Context: an optimization exercise on an open-source flow, tuned for small area. The choices shown serve that exercise and are no tape-out recipe.
The RTL was checked by simulation tests, not by an equivalence proof against the original design.
Power figures rest on the tool's default switching activity, not on a simulated workload.

## design/flow/config.mk

```make
export PLATFORM = sky130hd
export DESIGN_NAME = mbus_ascii_core
export DESIGN_NICKNAME = mbus_ascii_core
export VERILOG_FILES = /design/flow/design.v
export SDC_FILE = /design/flow/constraint.sdc
export NUM_CORES = 4
export LEC_CHECK = 0
export ABC_AREA = 1
export CAP_MARGIN = 20
export CORE_MARGIN = 2
export CORE_UTILIZATION = 40
export PLACE_DENSITY = 0.6
export SLEW_MARGIN = 20
```

## design/flow/constraint.sdc

```tcl
create_clock -name core_clock -period 10.0 [get_ports {clk}]
set_input_delay 2.0000 -clock core_clock [delete_from_list [all_inputs] [get_ports {clk}]]
set_output_delay 2.0000 -clock core_clock [all_outputs]
set_load 0.01 [all_outputs]
```

## design/flow/design.v

```verilog
module mbus_ascii_core (
    input             clk,
    input             rst,          
    input             host_valid,
    output            host_ready,
    input      [2:0]  host_op,      
    input      [15:0] host_addr,    
    input      [15:0] host_wdata,
    output reg        rsp_valid,
    output reg [15:0] rsp_data
);
    localparam integer N = 48;      
    localparam [2:0] OP_RDREG = 3'd0, OP_WRREG = 3'd1, OP_RDIB = 3'd2,
                     OP_WRIB  = 3'd3, OP_RDOB  = 3'd4;
    localparam [7:0] STX = 8'h02, ETX = 8'h03, ACK = 8'h06, NAK = 8'h15;
    localparam [2:0] M_NONE = 3'd0, M_DPDEC = 3'd1, M_DPENC = 3'd2, M_CKSUM = 3'd3,
                     M_BUILD = 3'd4, M_ACK = 3'd6, M_NAK = 3'd7;
    function [16:0] radd(input [15:0] a, input [15:0] b, input ci);
        integer k;
        reg c;
        begin
            c = ci;
            for (k = 0; k < 16; k = k + 1) begin
                radd[k] = a[k] ^ b[k] ^ c;
                c = (a[k] & b[k]) | (c & (a[k] ^ b[k]));
            end
            radd[16] = c;
        end
    endfunction
    function ge(input [15:0] a, input [15:0] b);
        reg [16:0] s;
        begin
            s  = radd(a, ~b, 1'b1);
            ge = s[16];
        end
    endfunction
    function [7:0] hex_digit(input [3:0] v);
        reg [16:0] s;
        begin
            s = radd({13'd0, v[2:0]}, 16'hFFFF, 1'b0);
            hex_digit = (v[3] & (v[2] | v[1])) ? {5'b01000, s[2:0]} : {4'h3, v};
        end
    endfunction
    function is_digit(input [7:0] b);
        is_digit = (b[7:4] == 4'h3) && (!b[3] || b[2:1] == 2'b00);
    endfunction
    function [7:0] nak_desc(input [7:0] code);
        case (code)
            8'h43:   nak_desc = 8'd1;
            8'h44:   nak_desc = 8'd2;
            8'h49:   nak_desc = 8'd3;
            8'h4D:   nak_desc = 8'd4;
            8'h4F:   nak_desc = 8'd5;
            8'h54:   nak_desc = 8'd6;
            8'h56:   nak_desc = 8'd7;
            8'h58:   nak_desc = 8'd8;
            default: nak_desc = 8'd9;
        endcase
    endfunction
    reg [8*N-1:0] ra;       
    reg [7*N-1:0] rb;       
    reg [5:0]     pos;
    reg [7:0]  arg0, arg1, arg2;
    reg [15:0] ilen;
    reg [3:0]  status;
    reg [1:0]  flags;       
    reg [5:0]  olen;
    reg [2:0]  mode;
    reg [22:0] hdr;         
    reg [7:0]  sum;
    reg [7:1]  hb;          
    reg        busy;
    reg [1:0]  lap;
    reg        sent_bad, is_nak, etx_bad, ckm_bad, non_ascii;
    wire [7:0] a0 = ra[7:0];
    wire [7:0] a1 = ra[15:8];
    wire [6:0] b0 = rb[6:0];
    wire [6:0] b1 = rb[13:7];
    wire       last  = (pos == 6'd47);
    wire [16:0] pos_s = radd({10'd0, pos}, 16'd0, 1'b1);
    wire [5:0]  pos_n = pos_s[5:0];
    wire [5:0] L     = ilen[5:0];
    wire m_dpdec = (mode == M_DPDEC);
    wire m_dpenc = (mode == M_DPENC);
    wire m_cksum = (mode == M_CKSUM);
    wire m_build = (mode == M_BUILD);
    wire m_parse = mode[2] & mode[1];
    wire ck      = flags[1];
    reg        hA, hB;
    always @(*) begin
        case (pos[2:1])
            2'd0:    begin hA = hb[1]; hB = hb[2]; end
            2'd1:    begin hA = hb[3]; hB = hb[4]; end
            default: begin hA = hb[5]; hB = hb[6]; end
        endcase
    end
    wire [7:0]  dx  = m_dpdec ? hdr[7:0]  : {hA, b0};
    wire [7:0]  dy  = m_dpdec ? hdr[15:8] : {hB, b1};
    wire [16:0] dx5 = radd({6'd0, dx, 2'b00}, {8'd0, dx}, 1'b0);
    wire [16:0] dxy = radd({dx5[14:0], 1'b0}, {8'd0, dy}, 1'b0);
    wire [16:0] d13 = radd(dxy[15:0], 16'hFDF0, 1'b0);
    wire [15:0] dec = {{3{d13[12]}}, d13[12:0]};
    reg  [5:0] hidx;
    reg  [6:0] fld;
    always @(*) begin
        case (hidx[2:0])                           
            3'd3, 3'd4: fld = hdr[14:8];
            3'd5, 3'd6: fld = hdr[22:16];
            default:    fld = hdr[6:0];
        endcase
        if (m_dpenc) fld = hdr[6:0];
    end
    reg  [3:0] f_tens;
    always @(*) begin
        if      (ge({9'd0, fld}, 16'd90)) f_tens = 4'd9;
        else if (ge({9'd0, fld}, 16'd80)) f_tens = 4'd8;
        else if (ge({9'd0, fld}, 16'd70)) f_tens = 4'd7;
        else if (ge({9'd0, fld}, 16'd60)) f_tens = 4'd6;
        else if (ge({9'd0, fld}, 16'd50)) f_tens = 4'd5;
        else if (ge({9'd0, fld}, 16'd40)) f_tens = 4'd4;
        else if (ge({9'd0, fld}, 16'd30)) f_tens = 4'd3;
        else if (ge({9'd0, fld}, 16'd20)) f_tens = 4'd2;
        else if (ge({9'd0, fld}, 16'd10)) f_tens = 4'd1;
        else                   f_tens = 4'd0;
    end
    wire [16:0] f_u     = radd({12'd0, fld[3:0]}, ~{12'd0, f_tens[2] ^ f_tens[0], f_tens[1:0], 1'b0}, 1'b1);
    wire [3:0]  f_units = f_u[3:0];                   
    wire [7:0] hchar   = {4'h3, (hidx[0] ^ m_dpenc) ? f_tens : f_units};
    reg        hsel;
    wire [7:0] hexc = hex_digit(hsel ? sum[3:0] : sum[7:4]);
    wire [7:0] radr  = host_addr[7:0];
    wire       hi0   = (host_addr[15:6] == 10'd0);
    wire [5:0] oi    = host_addr[5:0];
    wire       ib_in = hi0 && (oi[5:4] != 2'b11);
    wire       ob_in = hi0 && !ge({10'd0, oi}, 16'd58);
    reg        rr_wait;
    reg  [5:0] rr_tgt;
    always @(*) begin
        rr_wait = 1'b1;
        case (radr)
            8'h0C:        rr_tgt = 6'd1;
            8'h0D:        rr_tgt = 6'd3;
            8'h0E:        rr_tgt = 6'd5;
            8'h10, 8'h11: rr_tgt = 6'd7;
            default: begin rr_tgt = 6'd1; rr_wait = 1'b0; end
        endcase
    end
    wire [16:0] t_s    = radd({10'd0, oi}, ~{10'd0, olen}, 1'b1);
    wire [6:0] t       = t_s[6:0];
    wire       b_item  = ge({10'd0, oi}, 16'd7) && t[6] && (ck ? (t[5:2] != 4'b1111 || t[1:0] == 2'b00) : (t[5:0] != 6'b111111));
    wire [16:0] tg_s   = radd({10'd0, oi}, {10'd0, m_build ? 6'b111001 : 6'd7}, 1'b0);
    wire [5:0] ob_tgt  = tg_s[5:0];
    wire       ob_wait = ob_in && (m_build ? b_item : (m_parse && !ge({10'd0, oi}, 16'd41)));
    reg        need_wait;
    reg  [5:0] tgt;
    always @(*) begin
        case (host_op)
            OP_RDIB, OP_WRIB: begin need_wait = ib_in;   tgt = oi; end
            OP_RDREG:         begin need_wait = rr_wait; tgt = rr_tgt; end
            default:          begin need_wait = ob_wait; tgt = ob_tgt; end
        endcase
    end
    assign host_ready = !busy && (!need_wait || pos == tgt);
    wire accept = host_valid && host_ready;
    wire [7:0] pbyte = {hb[7], b0};
    reg [15:0] reg_rdata;
    always @(*) begin
        case (radr)
            8'h01:   reg_rdata = {8'd0, arg0};
            8'h02:   reg_rdata = {8'd0, arg1};
            8'h03:   reg_rdata = {8'd0, arg2};
            8'h04:   reg_rdata = ilen;
            8'h08:   reg_rdata = {12'd0, status};
            8'h09:   reg_rdata = {14'd0, flags};
            8'h0A:   reg_rdata = {10'd0, olen};
            8'h0B:   reg_rdata = {14'd0, m_parse & mode[0], m_parse & ~mode[0]};
            8'h0C, 8'h0D, 8'h0E:
                     reg_rdata = m_parse ? dec : 16'd0;
            8'h0F:   reg_rdata = m_dpdec ? dec : (m_cksum || ck) ? {8'd0, sum} : 16'd0;
            8'h10:   reg_rdata = (mode == M_NAK) ? {8'd0, pbyte} : 16'd0;
            8'h11:   reg_rdata = (mode == M_NAK) ? {8'd0, nak_desc(pbyte)} : 16'd0;
            default: reg_rdata = 16'h0000;
        endcase
    end
    reg [7:0] ob_rdata;
    always @(*) begin
        if (m_dpenc)
            ob_rdata = hchar;
        else if (m_cksum)
            ob_rdata = hexc;
        else if (m_build) begin
            if (oi == 6'd0)
                ob_rdata = STX;
            else if (!ge({10'd0, oi}, 16'd7))
                ob_rdata = hchar;
            else if (b_item)
                ob_rdata = {1'b0, b0};
            else if (ck && t[5:2] == 4'b1111 && t[1] != t[0])
                ob_rdata = hexc;
            else
                ob_rdata = ETX;
        end else
            ob_rdata = pbyte;
    end
    reg [15:0] rdata;
    always @(*) begin
        case (host_op)
            OP_RDREG: rdata = reg_rdata;
            OP_RDIB:  rdata = ib_in ? {8'd0, a0} : 16'd0;
            default:  rdata = ob_in ? {8'd0, ob_rdata} : 16'd0;
        endcase
    end
    always @(posedge clk) begin
        rsp_data  <= rdata;
        rsp_valid <= !rst && accept && host_op != OP_WRREG && host_op != OP_WRIB;
    end
    wire p1 = busy && (lap == 2'd1);
    wire p2 = busy && (lap == 2'd2);
    wire [16:0] r_s = radd({10'd0, L}, ~{10'd0, pos}, 1'b0);
    wire [6:0] r = r_s[6:0];
    wire in_L = !r[6];
    always @(*) begin
        hidx = busy ? pos_n : oi;
        if (busy)
            hsel = (r == 7'd1);
        else if (m_cksum)
            hsel = oi[0];
        else
            hsel = !t[0];
    end
    wire do_sum = (m_build && ((p1 && !ge({10'd0, pos}, 16'd6)) || (p2 && in_L))) ||
                  (m_cksum && p1 && in_L) ||
                  (m_parse && p1 && pos != 6'd0 && in_L && ge({9'd0, r}, 16'd3));
    wire na_chk = (m_build && p1 && in_L) ||
                  (m_parse && p2 && ge({10'd0, pos}, 16'd7) && in_L && ge({9'd0, r}, {14'd0, ck, 1'b1}));
    wire [16:0] sum_s = radd({8'd0, sum}, {8'd0, (m_build && p1) ? hchar : a0}, 1'b0);
    wire [5:0]  ooff  = {2'b10, ck, 1'b0};
    wire [16:0] ol_s  = radd({10'd0, L}, m_build ? {10'd0, ooff} : ~{10'd0, ooff}, !m_build);
    wire final_lap = (m_build || m_parse) ? lap[1] : lap[0];
    wire [3:0] parse_code =
        sent_bad                        ? 4'h2 :
        etx_bad                         ? 4'h3 :
        (ck && !ge({10'd0, L}, 16'd10))               ? 4'h4 :
        (ck && ckm_bad)                 ? 4'h5 :
        !is_nak ? (non_ascii ? 4'hA : 4'h0) :
        (L != {4'b0010, ck, 1'b1})      ? 4'h9 : 4'h0;
    wire ilen_big = ge(ilen, 16'd49);
    task result(input [3:0] st, input [2:0] md, input [1:0] fl, input [5:0] ol);
        begin
            status <= st;
            mode   <= md;
            flags  <= fl;
            olen   <= ol;
        end
    endtask
    always @(posedge clk) begin
        ra  <= {((accept && host_op == OP_WRIB && ib_in) ? host_wdata[7:0] : a0), ra[8*N-1:8]};
        rb  <= {(p1 ? a0[6:0] : b0), rb[7*N-1:7]};
        pos <= (rst || last) ? 6'd0 : pos_n;
        if (rst) begin
            arg0 <= 8'h00;
            arg1 <= 8'h00;
            arg2 <= 8'h00;
            ilen <= 16'h0000;
            busy <= 1'b0;
            result(4'h0, M_NONE, 2'b00, 6'd0);
        end else if (!busy) begin
            if (accept && host_op == OP_WRREG) begin
                case (radr)
                    8'h00: begin
                        lap       <= 2'd0;
                        sum       <= 8'h00;
                        non_ascii <= 1'b0;
                        ckm_bad   <= 1'b0;
                        hdr       <= {arg2[6:0], arg1, arg0};
                        case (host_wdata[7:0])
                            8'h01: begin
                                if (ge({8'd0, arg0}, 16'd100)) result(4'h6, M_NONE, 2'b00, 6'd0);
                                else              result(4'h0, M_DPENC, 2'b00, 6'd2);
                            end
                            8'h02: result(4'h0, M_DPDEC, {1'b0, is_digit(arg0) && is_digit(arg1)}, 6'd0);
                            8'h03: begin
                                if (ilen_big) result(4'hB, M_NONE, 2'b00, 6'd0);
                                else begin
                                    busy <= 1'b1;
                                    result(4'h0, M_CKSUM, 2'b00, 6'd2);
                                end
                            end
                            8'h04: begin
                                if (ilen_big) result(4'hB, M_NONE, 2'b00, 6'd0);
                                else if (ge({8'd0, arg0}, 16'd100) || ge({8'd0, arg1}, 16'd100) || ge({8'd0, arg2}, 16'd100))
                                    result(4'h6, M_NONE, 2'b00, 6'd0);
                                else begin
                                    busy <= 1'b1;
                                    result(4'h0, M_BUILD, {arg1 == 8'd1, 1'b0}, 6'd0);
                                end
                            end
                            8'h05: begin
                                if (ilen_big) result(4'hB, M_NONE, 2'b00, 6'd0);
                                else if (ilen[15:3] == 13'd0) result(4'h1, M_NONE, 2'b00, 6'd0);
                                else begin
                                    busy <= 1'b1;
                                    result(4'h0, M_ACK, 2'b01, 6'd0);
                                end
                            end
                            default: result(4'hC, M_NONE, 2'b00, 6'd0);
                        endcase
                    end
                    8'h01: arg0 <= host_wdata[7:0];
                    8'h02: arg1 <= host_wdata[7:0];
                    8'h03: arg2 <= host_wdata[7:0];
                    8'h04: ilen <= host_wdata;
                    default: ;
                endcase
            end
        end else begin
            if (last) lap <= {lap[1] ^ lap[0], ~lap[0]};
            if (p1 && pos[5:3] == 3'd0 && pos[2:0] != 3'd0) hb[pos[2:0]] <= a0[7];
            if (m_parse && p1 && pos[5:3] == 3'd0 && pos[2:0] != 3'd0 && pos[2:0] != 3'd7 && !is_digit(a0))
                flags[0] <= 1'b0;
            if (do_sum) sum <= sum_s[7:0];
            if (na_chk && a0[7]) non_ascii <= 1'b1;
            if (p1 && pos == 6'd0) begin
                sent_bad <= (a0 != ACK) && (a0 != NAK);
                is_nak   <= (a0 == NAK);
            end
            if (p1 && r == 7'd0) etx_bad <= (a0 != ETX);
            if (m_parse && p2) begin
                if (pos == 6'd3) flags[1] <= (dec == 16'd1);
                if ((r == 7'd2 || r == 7'd1) && a0 != hexc) ckm_bad <= 1'b1;
            end
            if (last && final_lap) begin
                busy <= 1'b0;
                if (m_build) begin
                    if (non_ascii) result(4'h7, M_NONE, 2'b00, 6'd0);
                    else           olen <= ol_s[5:0];
                end else if (m_parse) begin
                    if (parse_code != 4'h0) result(parse_code, M_NONE, 2'b00, 6'd0);
                    else if (is_nak) begin
                        mode <= M_NAK;
                        olen <= 6'd1;
                    end else
                        olen <= ol_s[5:0];
                end
            end
        end
    end
endmodule
```

## design/flow/run.sh

```bash
#!/bin/bash
# synth_recipe.tcl (not shown) runs the flow's synth.tcl, then flattens the netlist and writes it again
# the make line also repeats each setting of config.mk as NAME=value (left out here)
make -C /OpenROAD-flow-scripts/flow DESIGN_CONFIG=/design/flow/config.mk WORK_HOME=/design/flow/orfs CLKGATE_MAP_FILE= SYNTH_SCRIPT=/design/flow/synth_recipe.tcl finish
```

==> results.toml, run 1 <==
[status]
outcome = "timing/DRC/antenna clean"

[route]
vias = 14600
routed_wl_um = 56500
drt_first_pass_iters = 6
drt-vias-per-instance = 4.80
ant_nets = 0
drtIter0Drc = 975
drc = 0
post_drt_wl_per_cell_um = 18.6

[yosys]
synthFlopType = "dfxtp_1"
synth.cells.most_frequent = "dfxtp_1 (799), nand2_1 (245), inv_1 (216)"
ys_types = 58
yosysMostFrequentCell = "dfxtp_1"
synth_enable_flop_cells = 45
async_flop_share_pct = 0
syn_inst = 2075
syn_area_per_cell_um2 = 11.6
synth-seq-cells = 844
netlist_area_um2 = 24100
synth-seq-area-share_pct = 71.9
synth_top_area_share_pct = 66.3
syn_nets = 2186
synth_top_cell_by_area = "dfxtp_1"
ys_warn_count = 1
synthTopCellsByArea = "dfxtp_1 (66%), edfxtp_1 (5.6%), nand2_1 (3.8%)"

[sta]
maxSlewHeadroom_pct = 23.4
hold_violations = 0
finalCriticalPeriod_ns = 9.11
worst_pin_slew_ns = 1.14
fin_ws_ns = 0.886
tns_ns = 0
max_freq_ghz = 0.110
rsz0062_at_grt = "false"
final_max_slew_viol_count = 0
final.setup_skew_ns = 0.0344
setup_violations = 0
finalCritPeriodShare_pct = 91.1

[floorplanning]
num_io_pins = 56
die_width_um = 250
dieArea_um2 = 62300
initial_utilization_pct = 40.2
core_area_um2 = 60000
rows = 90
die_h_um = 250

[pwr]
peakVddDrop_uv = 141
finalPower_uw = 6550
p_leak_uw = 0.0114
power.density_nw_per_um2 = 231

[critical_path]
cp-start-kind = "primary input"
worstPathRequired_ns = 8.00
critical_path.top_delay_family = "adder cells"
crit_top_cell = "fa_1"
endpoint_kind = "output pin"
path_class = "in2out"
crit_path_max_fanout = 8
cpPeakStageDelay_ns = 0.63
cp.arrival_ns = 7.11
crit_chain = "clkdlybuf4s50_1, inv_1, ha_1, inv_1, fa_1, fa_1, fa_1, fa_1, inv_1, fa_1, nor3b_1, a31oi_1, o21a_1, inv_2, o32ai_1, nand3_1, o211ai_2, a21oi_2, clkdlybuf4s50_1"
cp_slowest_cell = "clkdlybuf4s50_1"
critPathBufInv = 6

[place]
hpwlAfterDp_um = 40300
dp.cells = 2891
io_buffers = 55
gp_congestion = 0.946
post-place-ws_ns = 0.897

[grt]
grt_overflow = 0
antenna_found_initial = 6
grt_start_max_net_pins = 34
grt_pass1_wl_um = 86600
grt_use_total_pct = 18.4
grt_pass1_vias = 14300

[final_layout]
drive_above_1_share_pct = 8.97
nNetsFinal = 2300
synthToLayoutAreaGrowth_pct = 17.2
finalNonFillerCells = 3036

[clocking]
ctsHoldBuffers = 0
cts_resized = 0
cts_setup_buffers = 0
cts_made_buffers = 78
cts_root_buf = "clkbuf_16"
cts.sink_count = 844
cts_tree = "built"
clkTransAtPathRegs_ns = 0.06
cts_max_level = 3
clockBufferDepth = 3
clk_latency_ns = 0.63

[run]
maxCapViolations = 0

[worst_hold_path]
hp-class = "reg2reg"
-- stage by stage --
stage / hold slack [ns] / area [um2] / utilization (%)
after floorplan: 0.310 / 24100 / -
after global placement: 0.310 / 25600 / 42.6
after detailed placement: 0.312 / 25600 / 42.6
after CTS: 0.302 / 28300 / 47.1
after global routing: 0.305 / 28300 / 47.1
final: 0.310 / 28300 / 47.1
-- logic make-up after synthesis --
logic type	after synthesis	synth area share, %
compound gates	282	7.11
xor+xnor	20	0.726
fa+ha+maj	73	4.91
buf+inv	263	4.34
flops	844	71.9
mux	1	0.0415
simple gates	592	11.0
-- cell type report --
cell class,count,area (um2)
fill,5444,31700
sequential,844,17300
multi-input combinational,968,5740
clock buffer,106,2240
tap,782,978
inverter,228,856
timing repair buffer,69,656
clock inverter,37,464
antenna,2,5.00
-- layer usage --
layer	GRT usage [%]	vias to the layer above	share of wire [%]
li1	-	6993	-
met1	26.6	6976	48
met2	26.8	474	42
met3	3.72	120	6.3
met4	7.93	4	3.6
met5	0	-	0.048
-- sequential cells by signal (all words and copies together) (netlist names), 3 cells and up --
| signal | cells |
|---|---|
| arg0 | 8 |
| arg1 | 8 |
| arg2 | 8 |
| hb | 7 |
| hdr | 23 |
| ilen | 16 |
| mode | 3 |
| olen | 6 |
| pos | 6 |
| ra | 384 |
| rb | 336 |
| rsp_data | 16 |
| status | 4 |
| sum | 8 |
-- report_power, final --
| part | internal [uW] | switching (uW) |
|---|---|---|
| registers | 3390 | 5.53 |
| logic | 45.2 | 89.9 |
| clock network | 1770 | 1240 |
| total | 5210 | 1340 |
-- layout by cell type (no fill, tap or decap), types with 5 or more instances in the layout --
cell type / n
ha_1: 37
nor2_1: 146
clkbuf_8: 14
a21oi_1: 68
inv_1: 216
edfxtp_1: 45
a31oi_1: 8
bufinv_16: 7
o21ai_0: 96
dfxtp_1: 799
a22oi_1: 7
nor2_2: 6
clkinv_1: 5
a211oi_2: 8
nand4_1: 21
nand3_1: 75
inv_2: 7
nand2_2: 21
clkinv_2: 14
xnor2_1: 6
clkdlybuf4s50_1: 55
o2111ai_1: 6
nand2_1: 245
a211oi_1: 12
clkbuf_1: 12
o21ai_1: 24
o22ai_1: 18
buf_4: 14
clkbuf_16: 80
fa_1: 36
o221ai_1: 6
nor4_1: 18
nor3_1: 43
xor2_1: 14
-- final timing paths --
kind,depth (start not counted),slack [ns],start,endpoint
max reg2reg,35,2.77,pos[0],sum[7]
min,0,0.31,ra[338],ra[330]
min reg2reg,0,0.31,ra[338],ra[330]
max,19,0.89,host_addr[0],host_ready
==> inputs of run 2 (changes only) <==
==> design/flow/flow/run.sh (new file) <==
#!/bin/bash
# The standard layout (the standard.sh, unchanged synthesis), with a
# leaner clock tree: small clock buffers in small clusters and no dummy
# balancing loads; and minimum-size buffers on the ports.
set -euo pipefail
export CTS_ARGS="-sink_clustering_enable -repair_clock_nets -dont_use_dummy_load -buf_list sky130_fd_sc_hd__clkbuf_4 -sink_clustering_size 10 -sink_clustering_max_diameter 35"
export BUFFER_PORTS_ARGS="-buffer_cell sky130_fd_sc_hd__buf_1"
bash standard.sh > standard.log 2>&1
==> design/flow/standard.sh (new file) <==
#!/bin/bash
# synth_recipe.tcl (not shown) runs the flow's synth.tcl, then flattens the netlist and writes it again
# the make line also repeats each setting of config.mk as NAME=value (left out here)
make -C /OpenROAD-flow-scripts/flow DESIGN_CONFIG=/design/flow/config.mk WORK_HOME=/design/flow/orfs CLKGATE_MAP_FILE= SYNTH_SCRIPT=/design/flow/synth_recipe.tcl "${@:-finish}"
removed: design/flow/run.sh
==> run 2 against run 1 <==
  * Sequential power about the same
  * Non-clock buffer count down 1
  * Die area unchanged
  * Via count down 0.28%
  * Count of clock-buffer cells in the layout up 4
==> results.toml, run 2 <==
[worst_hold_path]
holdCritStartpoint = "rb[202]"
hp-class = "reg2reg"

[final_layout]
layout_common_cells = "dfxtp_1 (799), nand2_1 (245), inv_1 (216), nor2_1 (146), clkbuf_4 (110)"
top_regs = "ra (384), rb (336), hdr (23)"
synthToLayoutAreaGrowth_pct = 8.03
final_common_cell = "dfxtp_1"
final_area_um2 = 26100
drive_above_1_share_pct = 8.12
largest_reg_flops = 384
top_register = "ra"
nNetsFinal = 2331
fill_cells = 5721

[route]
post_drt_wl_per_cell_um = 18.8
vias = 14500
routed_wl_um = 56400
drc = 0
drt_first_pass_iters = 6
drtIter0Drc = 1152
drt-vias-per-instance = 4.83
ant_nets = 0

[floorplanning]
die_h_um = 250
num_io_pins = 56
die_width_um = 250
rows = 90
dieArea_um2 = 62300
core_area_um2 = 60000
initial_utilization_pct = 40.2

[pwr]
peakVddDrop_uv = 115
p_leak_uw = 0.0104
power.density_nw_per_um2 = 191

[yosys]
syn_nets = 2186
ys_warn_count = 1
synthAdderAreaFrac_pct = 4.91
synthFlopType = "dfxtp_1"
synthTopCellsByArea = "dfxtp_1 (66%), edfxtp_1 (5.6%), nand2_1 (3.8%)"
ys_types = 58
synthSimpleGateAreaFrac_pct = 11.0
yosysMostFrequentCell = "dfxtp_1"
synth_top_cell_by_area = "dfxtp_1"
synth_top_family_by_area = "simple AND/OR/NAND/NOR gates"
async_flop_share_pct = 0
synthMuxAreaShare_pct = 0.0415
synth-seq-cells = 844
syn_area_per_cell_um2 = 11.6
syn_inst = 2075
netlist_area_um2 = 24100
synth.cells.most_frequent = "dfxtp_1 (799), nand2_1 (245), inv_1 (216)"
synth_compound_area_share_pct = 7.11
synth-seq-area-share_pct = 71.9
synth_top_area_share_pct = 66.3
synth-xor-area-share_pct = 0.726
synth_enable_flop_cells = 45

[critical_path]
cp-start-kind = "primary input"
crit_path_max_fanout = 8
critPathBufInv = 6
cp.arrival_ns = 6.22
critical_path.top_delay_family = "adder cells"
crit_chain = "buf_1, inv_1, ha_1, inv_1, fa_1, fa_1, fa_1, fa_1, inv_1, fa_1, nor3b_1, nand2_1, o21a_1, inv_2, o32ai_1, nand3_1, o211ai_2, a21oi_2, buf_1"
worstReg2RegStart = "mode[0]"
path_class = "in2out"
endpoint_kind = "output pin"
crit_top_cell = "fa_1"
worstPathRequired_ns = 8.00
startpoint = "host_addr[0]"
cp_slowest_cell = "fa_1"
cpPeakStageDelay_ns = 0.40

[place]
placed_area_um2 = 25200
hpwlAfterDp_um = 40900
post-place-ws_ns = 1.76
gp_congestion = 0.955
io_buffers = 55

[status]
outcome = "timing/DRC/antenna clean"

[clocking]
clk_latency_ns = 0.91
cts_setup_buffers = 0
cts_max_level = 3
cts_made_buffers = 110
ctsHoldBuffers = 0
cts_root_buf = "clkbuf_4"
clockBufferDepth = 3
cts_resized = 0
clkTransAtPathRegs_ns = 0.10
cts.sink_count = 844
cts_tree = "built"

[sta]
finalCritPeriodShare_pct = 82.2
hold_violations = 0
setup_violations = 0
final_max_slew_viol_count = 0
rsz0062_at_grt = "false"
worst_pin_slew_ns = 1.08
maxSlewHeadroom_pct = 27.4
finalCriticalPeriod_ns = 8.22
tns_ns = 0
max_freq_ghz = 0.122
final.setup_skew_ns = 0.138
fin_ws_ns = 1.78

[grt]
grt_overflow = 0
grt_use_total_pct = 18.4
antenna_found_initial = 5
grt_start_max_net_pins = 34
grt_pass1_vias = 14500
grt_pass1_wl_um = 86500

[run]
maxCapViolations = 0
==> run 2: cell counts after synthesis <==
No cell type changed its count.
==> run 2: power by group <==
group,switching [uW],leakage [uW],total [uW],internal (uW)
combinational,89.4,0.00303,125,35.6
sequential,5.62,0.00690,3390,3390
clock,955,0.000506,1460,502
total,1050,0.0104,4970,3920
==> run 2: layout make-up <==
cell class              instances  area (um2)  area share, %
repair buffers                 68         304           1.17
clock buffers                 110         826           3.17
multi-input cells             968        5740           22.0
flip-flops and latches        844       17300           66.5
inverters                     228         856           3.28
diodes                          6        15.0         0.0576
well taps                     782         978           3.75
==> run 2: path summary, 6_finish.rpt <==
| kind | endpoint | slack [ns] | cells after the start |
|---|---|---|---|
| worst min-delay path | rb[195] | 0.25 | 0 |
| worst min register to register | rb[195] | 0.25 | 0 |
| worst max-delay path | host_ready | 1.78 | 19 |
| worst max register to register | flags[1] | 2.80 | 26 |
==> run 2: metal layers <==
| layer | vias to the layer above | part of all wire [%] | global-route usage [%] |
|---|---|---|---|
| met5 | - | 0 | 0 |
| met4 | 0 | 3.5 | 6.90 |
| met3 | 133 | 6.2 | 3.67 |
| met2 | 489 | 42 | 27.1 |
| met1 | 6869 | 48 | 26.8 |
| li1 | 7035 | - | - |
==> run 2: stage by stage <==
step / utilization (%) / std cells / hold slack (ns) / power, uW
2_1_floorplan: - / 2075 / 0.310 / 3550
3_3_place_gp: 42.0 / 2890 / 0.311 / 3590
3_5_place_dp: 42.0 / 2890 / 0.312 / 3590
4_1_cts: 43.4 / 3000 / 0.249 / 5060
5_1_grt: 43.4 / 3004 / 0.251 / 5210
6_report: 43.4 / 3006 / 0.247 / 4970
==> run 2: worst register-to-register path, stage by stage, from the launching register on <==
cell      delay, ns
dfxtp_1        0.53
inv_1          0.10
nor3_1         0.27
buf_4          0.26
inv_1          0.33
nand2_1        0.19
o21ai_0        0.21
inv_1          0.15
fa_1           0.19
inv_1          0.06
fa_1           0.37
fa_1           0.40
fa_1           0.40
fa_1           0.39
fa_1           0.37
ha_1           0.21
ha_1           0.22
inv_1          0.09
fa_1           0.43
ha_1           0.22
ha_1           0.19
xnor2_1        0.38
a41oi_1        0.27
a2111o_1       0.41
o41ai_1        0.14
o21ai_0        0.20
a21oi_1        0.16
==> run 2: logic make-up after synthesis <==
logic type	Yosys count
AOI/OAI and AO/OA	282
and+or+nand+nor	592
adders and majority gates	73
DFF	844
muxes	1
xor gates and xnor gates	20
buffers and inverters	263

port drivers added, routing unchanged:
The flow's constraints put no driver on any port. The routed layouts listed below were extracted and timed again, unchanged, in two steps.
Step 1 (the two cells are an assumption about what drives the block):
set clk [get_ports {clk}]
set_driving_cell -lib_cell sky130_fd_sc_hd__clkbuf_16 $clk
set_driving_cell -lib_cell sky130_fd_sc_hd__buf_2 [delete_from_list [all_inputs] $clk]
Step 2 times the ports against the registers' clock, not the clock port: input delays grow and output delays shrink by t, the midpoint of the rising clock arrivals with the driver on.
a / b / c = no drivers / after step 1 / after step 2; a / b = the first two.
| run | t (ns) | setup slack, ns | latest minus earliest clock arrival (ns) | worst data-port slew with drivers (ns) |
|---|---|---|---|---|
| run 1 | 0.680 | 0.886 / 0.781 / 0.781 | 0.036 / 0.036 | 0.15 |
| run 2 | 0.891 | 1.783 / 1.697 / 1.615 | 0.146 / 0.145 | 0.12 |
After both steps every run listed still meets setup and hold. The setup slack of run 2, which loses most, moves by -0.086 ns with the drivers and by -0.168 ns with both steps.
